This design comes from an exercise in tuning for small area, a short achievable clock period and few clock cycles on the open sky130 flow, not from production work.
At most, simulation tests tie the RTL to the original design; equivalence was not proved.

==> build 22: inputs <==
==> flow/design.v <==
module hexsum (
    input  wire        clk,
    input  wire        rst,
    input  wire        cmd_valid,
    output wire        cmd_ready,
    input  wire [39:0] cmd_word,
    input  wire [9:0]  cmd_len,
    input  wire        in_valid,
    output wire        in_ready,
    input  wire [7:0]  in_data,
    output reg         rsp_valid,
    input  wire        rsp_ready,
    output reg  [3:0]  rsp_status,
    output reg  [31:0] rsp_value,
    output reg  [9:0]  rsp_len,
    output reg         out_valid,
    input  wire        out_ready,
    output reg  [7:0]  out_data
);
    localparam [3:0] OP_HEXENC = 4'h1, OP_HEXDEC = 4'h2, OP_BYTENC = 4'h3,
                     OP_BYTDEC = 4'h4, OP_CSCLR  = 4'h5, OP_CSADD  = 4'h6,
                     OP_CSRD   = 4'h7, OP_CSCHK  = 4'h8, OP_RDSTAT = 4'h9;
    localparam [3:0] ST_OK = 4'd0, ST_INVARG = 4'd1, ST_INVREC = 4'd5,
                     ST_CSMISM = 4'd6, ST_OVFL = 4'd8;
    function [7:0] hexchar;
        input [3:0] n;
        hexchar = (n < 4'd10) ? (8'h30 + {4'd0, n}) : (8'h37 + {4'd0, n});
    endfunction
    function is_hex;
        input [7:0] c;
        is_hex = (c >= 8'h30 && c <= 8'h39) || (c >= 8'h41 && c <= 8'h46);
    endfunction
    function [3:0] hexval;
        input [7:0] c;
        hexval = (c <= 8'h39) ? c[3:0] : (c[3:0] + 4'd9);
    endfunction
    function [7:0] inc255;
        input [7:0] x;
        inc255 = (x == 8'd254) ? 8'd0 : x + 8'd1;
    endfunction
    function [7:0] dec255;
        input [7:0] x;
        dec255 = (x == 8'd0) ? 8'd254 : x - 8'd1;
    endfunction
    function [7:0] half255;
        input [7:0] x;
        half255 = {x[0], x[7:1]};
    endfunction
    wire [3:0]  i_op   = cmd_word[39:36];
    wire [3:0]  i_arg  = cmd_word[35:32];
    wire [31:0] i_data = cmd_word[31:0];
    wire i_arg0  = (i_arg == 4'd0);
    wire i_d0    = (i_data == 32'd0);
    wire i_dhi0  = (i_data[31:8] == 24'd0);
    wire i_l0    = (cmd_len == 10'd0);
    wire i_mode  = (i_arg == 4'd1 || i_arg == 4'd2);
    reg i_ovfl;
    always @* begin
        case (i_arg)
            4'd0:    i_ovfl = !i_d0;
            4'd1:    i_ovfl = (i_data[31:4]  != 28'd0);
            4'd2:    i_ovfl = !i_dhi0;
            4'd3:    i_ovfl = (i_data[31:12] != 20'd0);
            4'd4:    i_ovfl = (i_data[31:16] != 16'd0);
            4'd5:    i_ovfl = (i_data[31:20] != 12'd0);
            4'd6:    i_ovfl = (i_data[31:24] != 8'd0);
            4'd7:    i_ovfl = (i_data[31:28] != 4'd0);
            default: i_ovfl = 1'b0;
        endcase
    end
    wire i_ok_enc  = (i_op == OP_HEXENC) && (i_arg <= 4'd8) && i_l0;
    wire i_ok_dec  = (i_op == OP_HEXDEC) && i_arg0 && i_d0 && (cmd_len <= 10'd8);
    wire i_ok_benc = (i_op == OP_BYTENC) && i_arg0 && i_d0 && (cmd_len <= 10'd255);
    wire i_ok_bdec = (i_op == OP_BYTDEC) && i_arg0 && i_d0 && (cmd_len <= 10'd510);
    wire i_ok_clr  = (i_op == OP_CSCLR)  && i_arg0 && i_d0 && i_l0;
    wire i_ok_stat = (i_op == OP_RDSTAT) && i_arg0 && i_d0 && i_l0;
    wire i_ok_add  = (i_op == OP_CSADD)  && i_arg0 && i_dhi0 && i_l0;
    wire i_ok_rd   = (i_op == OP_CSRD)   && i_mode && i_d0 && i_l0;
    wire i_ok_chk  = (i_op == OP_CSCHK)  && i_mode && i_dhi0 && i_l0;
    wire i_ill     = !(i_ok_enc | i_ok_dec | i_ok_benc | i_ok_bdec | i_ok_clr |
                       i_ok_stat | i_ok_add | i_ok_rd | i_ok_chk);
    localparam W = 61;
    wire [W-1:0] cin = {
        i_ill,                               
        i_ok_enc & i_ovfl,                   
        i_ok_enc & !i_ovfl & !i_arg0,        
        i_ok_enc & !i_ovfl,                  
        i_ok_dec,                            
        i_ok_benc,                           
        i_ok_bdec,                           
        i_ok_clr,                            
        i_ok_add,                            
        i_ok_rd,                             
        i_ok_chk,                            
        i_ok_stat,                           
        i_l0,                                
        (cmd_len == 10'd1),                  
        (i_arg == 4'd1),                     
        cmd_len,                             
        i_arg,                               
        i_data                               
    };
    reg  [W-1:0] cq0, cq1;
    reg  [1:0]   cqn;
    reg          cmd_ready_q;
    assign cmd_ready = cmd_ready_q;
    wire         cpush = cmd_valid & cmd_ready_q;
    wire         issue;
    wire         hd_ld = issue || (cqn == 2'd0);
    wire [W-1:0] hd_nx = (cqn == 2'd2) ? cq1 : cin;
    wire         cq_two_nx = (cqn == 2'd2) ? !issue : (cqn == 2'd1 && cpush && !issue);
    wire         cq_one_nx = (cqn == 2'd2) ? issue :
                             (cqn == 2'd1) ? (cpush == issue) : cpush;
    always @(posedge clk) begin
        if (rst) begin
            cqn         <= 2'd0;
            cmd_ready_q <= 1'b1;
        end else begin
            cqn         <= {cq_two_nx, cq_one_nx};
            cmd_ready_q <= !cq_two_nx;
        end
        if (hd_ld) cq0 <= hd_nx;
        if (cmd_ready_q) cq1 <= cin;
    end
    reg  [7:0]  iq0, iq1;
    reg  [1:0]  iqn;
    reg         in_ready_q;
    assign in_ready = in_ready_q;
    wire        ipush = in_valid & in_ready_q;
    wire        take;
    wire        iq_two_nx = (iqn == 2'd2) ? !take : (iqn == 2'd1 && ipush && !take);
    wire        iq_one_nx = (iqn == 2'd2) ? take :
                            (iqn == 2'd1) ? (ipush == take) : ipush;
    always @(posedge clk) begin
        if (rst) begin
            iqn        <= 2'd0;
            in_ready_q <= 1'b1;
        end else begin
            iqn        <= {iq_two_nx, iq_one_nx};
            in_ready_q <= !iq_two_nx;
        end
        if (take) begin
            if (iqn == 2'd2)  iq0 <= iq1;
            else if (ipush)   iq0 <= in_data;
        end else if (ipush && iqn == 2'd0) begin
            iq0 <= in_data;
        end
        if (ipush && iqn == 2'd1 && !take) iq1 <= in_data;
    end
    wire        cv      = (cqn != 2'd0);
    wire        k_ill   = cq0[60];
    wire        k_ovfl  = cq0[59];
    wire        k_hexgo = cq0[58];
    wire        k_encok = cq0[57];
    wire        k_dec   = cq0[56];
    wire        k_benc  = cq0[55];
    wire        k_bdec  = cq0[54];
    wire        k_clr   = cq0[53];
    wire        k_add   = cq0[52];
    wire        k_rd    = cq0[51];
    wire        k_chk   = cq0[50];
    wire        k_stat  = cq0[49];
    wire        z0      = cq0[48];
    wire        m1      = cq0[46];
    wire [9:0]  len     = cq0[45:36];
    wire [3:0]  arg     = cq0[35:32];
    wire [31:0] data    = cq0[31:0];
    reg  [7:0]  acc;
    reg  [3:0]  last;
    reg  [9:0]  rem_c;       
    reg         pd;          
    reg         ol;          
    reg         lo_ph;       
    reg         first;       
    reg  [31:0] dec_val;     
    reg         bad;
    reg  [3:0]  hi_nib;
    reg  [2039:0] ring;
    reg         wst;         
    reg  [7:0]  delta;       
    reg  [7:0]  e_w;         
    reg         wr_ok_q;     
    reg         wpend;       
    reg  [7:0]  w_n;         
    reg         r_act;       
    reg  [7:0]  e_r;         
    reg  [8:0]  rem_r;       
    reg         tap_q;       
    reg         hx_act;      
    reg  [2:0]  hidx;
    reg         lo_pend;     
    reg  [3:0]  lo_nib;
    wire out_room = !out_valid | out_ready;
    wire rsp_room = !rsp_valid | rsp_ready;
    wire src_idle = !r_act & !wpend & !hx_act & !lo_pend;
    wire [7:0] ich   = iq0;
    wire       ivld  = (iqn != 2'd0);
    wire take_nb = cv && !pd && ivld &&
                   (k_bdec ? (!wpend && (!lo_ph || wr_ok_q)) :
                    k_dec  ? !hx_act : !k_benc);
    wire benc_rdy  = cv && !pd && ivld && k_benc && src_idle;
    wire benc_take = benc_rdy && out_room;
    assign take  = take_nb || benc_take;
    wire   fin   = cv && (pd || (ol && take_nb));
    assign issue = fin && rsp_room && (!k_hexgo || src_idle);
    wire   wr    = take_nb && k_bdec && lo_ph;
    wire        ich_hex = is_hex(ich);
    wire [3:0]  ich_val = hexval(ich);
    wire        bad_f   = bad | (take_nb && !ich_hex);
    wire [31:0] dec_f   = take_nb ? {first ? 28'd0 : dec_val[27:0], ich_val} : dec_val;
    wire [7:0] cs_sel   = m1 ? (8'd0 - acc) : ~acc;
    wire       mismatch = (cs_sel != data[7:0]);
    wire bdec_ok = !bad_f && !len[0];
    reg [3:0]  x_status;
    always @* begin
        if (k_ill)                          x_status = ST_INVARG;
        else if (k_ovfl)                    x_status = ST_OVFL;
        else if (k_dec && bad_f)            x_status = ST_INVREC;
        else if (k_bdec && !bdec_ok)        x_status = ST_INVREC;
        else if (k_chk && mismatch)         x_status = ST_CSMISM;
        else                                x_status = ST_OK;
    end
    wire [31:0] x_value = (k_dec && !bad_f && !z0) ? dec_f :
                          k_rd   ? {24'd0, cs_sel} :
                          k_stat ? {28'd0, last} : 32'd0;
    wire [9:0]  x_len   = k_encok ? {6'd0, arg} :
                          k_benc  ? {len[8:0], 1'b0} :
                          (k_bdec && bdec_ok) ? {1'b0, len[9:1]} : 10'd0;
    wire commit = issue && k_bdec && bdec_ok && !z0;
    wire [7:0] wdata  = {hi_nib, ich_val};
    wire [7:0] e_w_nx = (wr && !wst) ? 8'd0 : inc255(e_w);
    wire [7:0] delta_nx = wr ? 8'd1 : dec255(delta);
    wire       wst_nx = issue ? 1'b0 : (wst | wr);
    wire       promote = wpend && !r_act && !hx_act && !lo_pend;
    wire       rd      = tap_q && out_room;
    wire [7:0] tap_byte = ring[{e_r[7:4], 7'd0} +: 8];
    wire       r_act_nx = promote | (r_act & !(rd & rem_r == 9'd1));
    wire [7:0] e_r_a    = inc255(e_r);           
    wire [7:0] e_r_b    = dec255(e_r);           
    wire [7:0] e_r_p    = inc255(e_w);           
    wire [7:0] e_r_nx   = promote ? e_r_p : rd ? e_r_b : e_r_a;
    wire [8:0] rem_r_nx = promote ? {1'b0, w_n} : rd ? rem_r - 9'd1 : rem_r;
    wire       tap_a    = (e_r_a[3:0] == 4'd0);
    wire       tap_p    = (e_r_p[3:0] == 4'd0);
    wire       tap_nx   = promote ? tap_p : (r_act && !rd && tap_a);
    wire       conf_a   = ({1'b0, half255(inc255(e_r_a))} < rem_r);
    wire       conf_b   = ({1'b0, half255(e_r)} < rem_r - 9'd1);
    wire       conf_p   = ({1'b0, half255(inc255(e_r_p))} < {1'b0, w_n});
    wire       conf_nx  = promote ? conf_p : (r_act && (rd ? conf_b : conf_a));
    wire [3:0] nib_sel = hx_act  ? dec_val[{hidx, 2'b00} +: 4] :
                         lo_pend ? lo_nib : ich[7:4];
    wire       out_ld  = out_room && (hx_act || lo_pend || benc_take || rd);
    always @(posedge clk) begin
        ring <= {ring[2031:0], wr ? wdata : ring[2039:2032]};
        e_w   <= e_w_nx;
        delta <= delta_nx;
        e_r   <= e_r_nx;
        rem_r <= rem_r_nx;
        if (hd_ld) begin
            rem_c <= hd_nx[45:36];
            pd    <= hd_nx[48];
            ol    <= hd_nx[47];
            lo_ph <= 1'b0;
            first <= 1'b1;
            bad   <= 1'b0;
        end else begin
            if (take) begin
                rem_c <= rem_c - 10'd1;
                pd    <= ol;
                ol    <= (rem_c == 10'd2);
            end
            if (take_nb) begin
                lo_ph <= !lo_ph;
                first <= 1'b0;
                if (!ich_hex) bad <= 1'b1;
            end
        end
        if (take_nb) begin
            if (k_dec) dec_val <= dec_f;
            if (k_bdec && !lo_ph) hi_nib <= ich_val;
        end
        if (out_ld) out_data <= r_act ? tap_byte : hexchar(nib_sel);
        if (benc_take) lo_nib <= ich[3:0];
        if (hx_act && out_room) hidx <= hidx - 3'd1;
        if (rsp_room) begin
            rsp_status <= x_status;
            rsp_value  <= x_value;
            rsp_len    <= x_len;
        end
        if (!hx_act && !k_dec) begin
            hidx    <= arg[2:0] - 3'd1;
            dec_val <= data;
        end
        if (!wpend) w_n <= len[8:1];
        if (rst) begin
            rsp_valid <= 1'b0;
            out_valid <= 1'b0;
            acc       <= 8'd0;
            last      <= ST_OK;
            wst       <= 1'b0;
            wr_ok_q   <= 1'b1;
            wpend     <= 1'b0;
            r_act     <= 1'b0;
            tap_q     <= 1'b0;
            hx_act    <= 1'b0;
            lo_pend   <= 1'b0;
        end else begin
            wst     <= wst_nx;
            wr_ok_q <= (!wst_nx || delta_nx == 8'd0) && !conf_nx;
            r_act   <= r_act_nx;
            tap_q   <= tap_nx;
            if (issue) begin
                rsp_valid <= 1'b1;
                if (!(k_stat && x_status == ST_OK)) last <= x_status;
                if (k_clr) acc <= 8'd0;
                if (k_add) acc <= acc + data[7:0];
                if (k_hexgo) hx_act <= 1'b1;
            end else if (rsp_ready) begin
                rsp_valid <= 1'b0;
            end
            if (commit) wpend <= 1'b1;
            else if (promote) wpend <= 1'b0;
            if (hx_act && out_room && hidx == 3'd0) hx_act <= 1'b0;
            if (benc_take) lo_pend <= 1'b1;
            else if (lo_pend && out_room) lo_pend <= 1'b0;
            if (out_ld) out_valid <= 1'b1;
            else if (out_ready) out_valid <= 1'b0;
        end
    end
endmodule
==> flow/run.sh <==
#!/bin/bash
# synth_recipe.tcl (not shown) runs the flow's synth.tcl, then flattens the netlist and writes it again
# the make line also repeats each setting of config.mk as NAME=value (left out here)
make -C /OpenROAD-flow-scripts/flow DESIGN_CONFIG=/design/flow/config.mk WORK_HOME=/design/flow/orfs CLKGATE_MAP_FILE= SYNTH_SCRIPT=/design/flow/synth_recipe.tcl finish
==> flow/config.mk <==
export PLATFORM = sky130hd
export DESIGN_NAME = hexsum
export DESIGN_NICKNAME = hexsum
export VERILOG_FILES = /design/flow/design.v
export SDC_FILE = /design/flow/constraint.sdc
export NUM_CORES = 4
export LEC_CHECK = 0
export CAP_MARGIN = 20
export CORE_MARGIN = 2
export CORE_UTILIZATION = 40
export CTS_CLUSTER_DIAMETER = 100
export CTS_CLUSTER_SIZE = 24
export SETUP_SLACK_MARGIN = 5
export SLEW_MARGIN = 20
==> flow/constraint.sdc <==
create_clock -name core_clock -period 9.0 [get_ports {clk}]
set_input_delay 1.8000 -clock core_clock [delete_from_list [all_inputs] [get_ports {clk}]]
set_output_delay 1.8000 -clock core_clock [all_outputs]
set_load 0.01 [all_outputs]
==> trial 28 (differences from build 22) <==
--- a/flow/design.v
+++ b/flow/design.v
@@ -108,7 +108,5 @@
     wire         issue;
-    wire         hd_ld = issue || (cqn == 2'd0);
-    wire [W-1:0] hd_nx = (cqn == 2'd2) ? cq1 : cin;
-    wire         cq_two_nx = (cqn == 2'd2) ? !issue : (cqn == 2'd1 && cpush && !issue);
-    wire         cq_one_nx = (cqn == 2'd2) ? issue :
-                             (cqn == 2'd1) ? (cpush == issue) : cpush;
+    wire         hd_q1 = issue && (cqn == 2'd2);
+    wire         hd_in = cpush && ((cqn == 2'd0) || (cqn == 2'd1 && issue));
+    wire [W-1:0] hd_nx = hd_q1 ? cq1 : cin;
     always @(posedge clk) begin
@@ -118,7 +116,7 @@
         end else begin
-            cqn         <= {cq_two_nx, cq_one_nx};
-            cmd_ready_q <= !cq_two_nx;
+            cqn         <= cqn + {1'b0, cpush} - {1'b0, issue};
+            cmd_ready_q <= !((cqn + {1'b0, cpush} - {1'b0, issue}) == 2'd2);
         end
-        if (hd_ld) cq0 <= hd_nx;
-        if (cmd_ready_q) cq1 <= cin;
+        if (hd_q1 || hd_in) cq0 <= hd_nx;
+        if (cpush && cqn == 2'd1 && !issue) cq1 <= cin;
     end
@@ -130,5 +128,2 @@
     wire        take;
-    wire        iq_two_nx = (iqn == 2'd2) ? !take : (iqn == 2'd1 && ipush && !take);
-    wire        iq_one_nx = (iqn == 2'd2) ? take :
-                            (iqn == 2'd1) ? (ipush == take) : ipush;
     always @(posedge clk) begin
@@ -138,4 +133,4 @@
         end else begin
-            iqn        <= {iq_two_nx, iq_one_nx};
-            in_ready_q <= !iq_two_nx;
+            iqn        <= iqn + {1'b0, ipush} - {1'b0, take};
+            in_ready_q <= !((iqn + {1'b0, ipush} - {1'b0, take}) == 2'd2);
         end
@@ -197,15 +192,13 @@
     wire       ivld  = (iqn != 2'd0);
-    wire take_nb = cv && !pd && ivld &&
-                   (k_bdec ? (!wpend && (!lo_ph || wr_ok_q)) :
-                    k_dec  ? !hx_act : !k_benc);
-    wire benc_rdy  = cv && !pd && ivld && k_benc && src_idle;
-    wire benc_take = benc_rdy && out_room;
-    assign take  = take_nb || benc_take;
-    wire   fin   = cv && (pd || (ol && take_nb));
+    wire take_ok = k_bdec ? (!wpend && (!lo_ph || wr_ok_q)) :
+                   k_benc ? (src_idle && out_room) :
+                   k_dec  ? !hx_act : 1'b1;
+    assign take  = cv && !pd && ivld && take_ok;
+    wire   fin   = cv && (pd || (ol && take));
     assign issue = fin && rsp_room && (!k_hexgo || src_idle);
-    wire   wr    = take_nb && k_bdec && lo_ph;
+    wire   wr    = take && k_bdec && lo_ph;
     wire        ich_hex = is_hex(ich);
     wire [3:0]  ich_val = hexval(ich);
-    wire        bad_f   = bad | (take_nb && !ich_hex);
-    wire [31:0] dec_f   = take_nb ? {first ? 28'd0 : dec_val[27:0], ich_val} : dec_val;
+    wire        bad_f   = bad | (take && !ich_hex);
+    wire [31:0] dec_f   = take ? {first ? 28'd0 : dec_val[27:0], ich_val} : dec_val;
     wire [7:0] cs_sel   = m1 ? (8'd0 - acc) : ~acc;
@@ -236,15 +229,8 @@
     wire [7:0] tap_byte = ring[{e_r[7:4], 7'd0} +: 8];
-    wire       r_act_nx = promote | (r_act & !(rd & rem_r == 9'd1));
-    wire [7:0] e_r_a    = inc255(e_r);           
-    wire [7:0] e_r_b    = dec255(e_r);           
-    wire [7:0] e_r_p    = inc255(e_w);           
-    wire [7:0] e_r_nx   = promote ? e_r_p : rd ? e_r_b : e_r_a;
+    wire       r_act_nx = promote ? 1'b1 : (rd && rem_r == 9'd1) ? 1'b0 : r_act;
+    wire [7:0] e_r_nx   = promote ? inc255(e_w) : rd ? dec255(e_r) : inc255(e_r);
     wire [8:0] rem_r_nx = promote ? {1'b0, w_n} : rd ? rem_r - 9'd1 : rem_r;
-    wire       tap_a    = (e_r_a[3:0] == 4'd0);
-    wire       tap_p    = (e_r_p[3:0] == 4'd0);
-    wire       tap_nx   = promote ? tap_p : (r_act && !rd && tap_a);
-    wire       conf_a   = ({1'b0, half255(inc255(e_r_a))} < rem_r);
-    wire       conf_b   = ({1'b0, half255(e_r)} < rem_r - 9'd1);
-    wire       conf_p   = ({1'b0, half255(inc255(e_r_p))} < {1'b0, w_n});
-    wire       conf_nx  = promote ? conf_p : (r_act && (rd ? conf_b : conf_a));
+    wire [7:0] e_r_nx1  = inc255(e_r_nx);
+    wire       conf_nx  = r_act_nx && ({1'b0, half255(e_r_nx1)} < rem_r_nx);
+    wire       benc_take = take && k_benc;
     wire [3:0] nib_sel = hx_act  ? dec_val[{hidx, 2'b00} +: 4] :
@@ -258,3 +244,3 @@
         rem_r <= rem_r_nx;
-        if (hd_ld) begin
+        if (hd_q1 || hd_in) begin
             rem_c <= hd_nx[45:36];
@@ -265,15 +251,11 @@
             bad   <= 1'b0;
-        end else begin
-            if (take) begin
-                rem_c <= rem_c - 10'd1;
-                pd    <= ol;
-                ol    <= (rem_c == 10'd2);
-            end
-            if (take_nb) begin
-                lo_ph <= !lo_ph;
-                first <= 1'b0;
-                if (!ich_hex) bad <= 1'b1;
-            end
+        end else if (take) begin
+            rem_c <= rem_c - 10'd1;
+            pd    <= ol;
+            ol    <= (rem_c == 10'd2);
+            lo_ph <= !lo_ph;
+            first <= 1'b0;
+            if (!ich_hex) bad <= 1'b1;
         end
-        if (take_nb) begin
+        if (take) begin
             if (k_dec) dec_val <= dec_f;
@@ -284,3 +266,3 @@
         if (hx_act && out_room) hidx <= hidx - 3'd1;
-        if (rsp_room) begin
+        if (issue) begin
             rsp_status <= x_status;
@@ -288,8 +270,8 @@
             rsp_len    <= x_len;
+            if (k_hexgo) begin
+                hidx    <= arg[2:0] - 3'd1;
+                dec_val <= data;
+            end
+            if (commit) w_n <= len[8:1];
         end
-        if (!hx_act && !k_dec) begin
-            hidx    <= arg[2:0] - 3'd1;
-            dec_val <= data;
-        end
-        if (!wpend) w_n <= len[8:1];
         if (rst) begin
@@ -310,3 +292,3 @@
             r_act   <= r_act_nx;
-            tap_q   <= tap_nx;
+            tap_q   <= r_act_nx && (e_r_nx[3:0] == 4'd0);
             if (issue) begin
Settings changed: CTS_CLUSTER_DIAMETER 100 to unset, CTS_CLUSTER_SIZE 24 to unset, SETUP_SLACK_MARGIN 5 to 0.6.
==> flow_metrics.env <==
export IMPL_status="timing/DRC/antenna clean"
export IMPL_antenna_cells=0
export IMPL_swShare_pct=23.7
export IMPL_crit_path_max_incr_delay_ps=490
export IMPL_comb_power_share_pct=10.0
export IMPL_final_cell_mix="dfxtp_1 (2,090), edfxtp_1 (262), nor2_1 (160)"
export IMPL_dpl_hpwl_um=54000
export IMPL_synth_top_area_share_pct=72.7
export IMPL_power_mw=18.4
export IMPL_register_area_mm2=0.0498
export IMPL_synthSimpleGateAreaFrac_pct=3.96
export IMPL_fin_crit_sh_pct=42.3
(the above is from build 22)
==> flow_metrics.env <==
export IMPL_status="timing/DRC/antenna clean"
export IMPL_register_area_mm2=0.0494
export IMPL_fin_crit_sh_pct=59.6
export IMPL_dpl_hpwl_um=53600
export IMPL_final_cell_mix="dfxtp_1 (2,136), edfxtp_1 (219), clkbuf_16 (206)"
export IMPL_crit_path_max_incr_delay_ps=570
export IMPL_power_mw=23.2
export IMPL_synthSimpleGateAreaFrac_pct=4.18
export IMPL_use_met1_pct=17.9
export IMPL_swShare_pct=24.8
export IMPL_antenna_cells=3
export IMPL_synth_top_area_share_pct=74.5
(the above is from trial 28)
Testbench counts of build 22, summed over its fixed seeds: cycles 30,517.
For trial 28, only the layout was checked, not whether the RTL still works.

[afterwards: timing with drivers on the ports]
The flow's constraints put no driver on any port. The routed layouts listed below were extracted and timed again, unchanged, in two steps.
Step 1, drivers: a clkbuf_16 drives clk and a buf_2 each remaining input, both assumed.
Step 2 times the ports against the registers' clock, not the clock port: input delays grow and output delays shrink by t, the midpoint of the rising clock arrivals with the driver on.
Three values: ideal, step 1, step 2; two values: the first two.
run	t (ns)	slack for setup (ns)	worst setup path after step 2	worst register clock-pin slew, ns
build 22	0.794	5.189 / 5.189 / 4.447	input to register	0.10 / 0.10
trial 28	0.856	3.634 / 3.598 / 2.742	input to register	0.07 / 0.07
After both steps every run listed still meets setup and hold. For trial 28, which loses most, drivers alone change the setup slack by -0.036 ns; drivers and shift together by -0.892 ns.
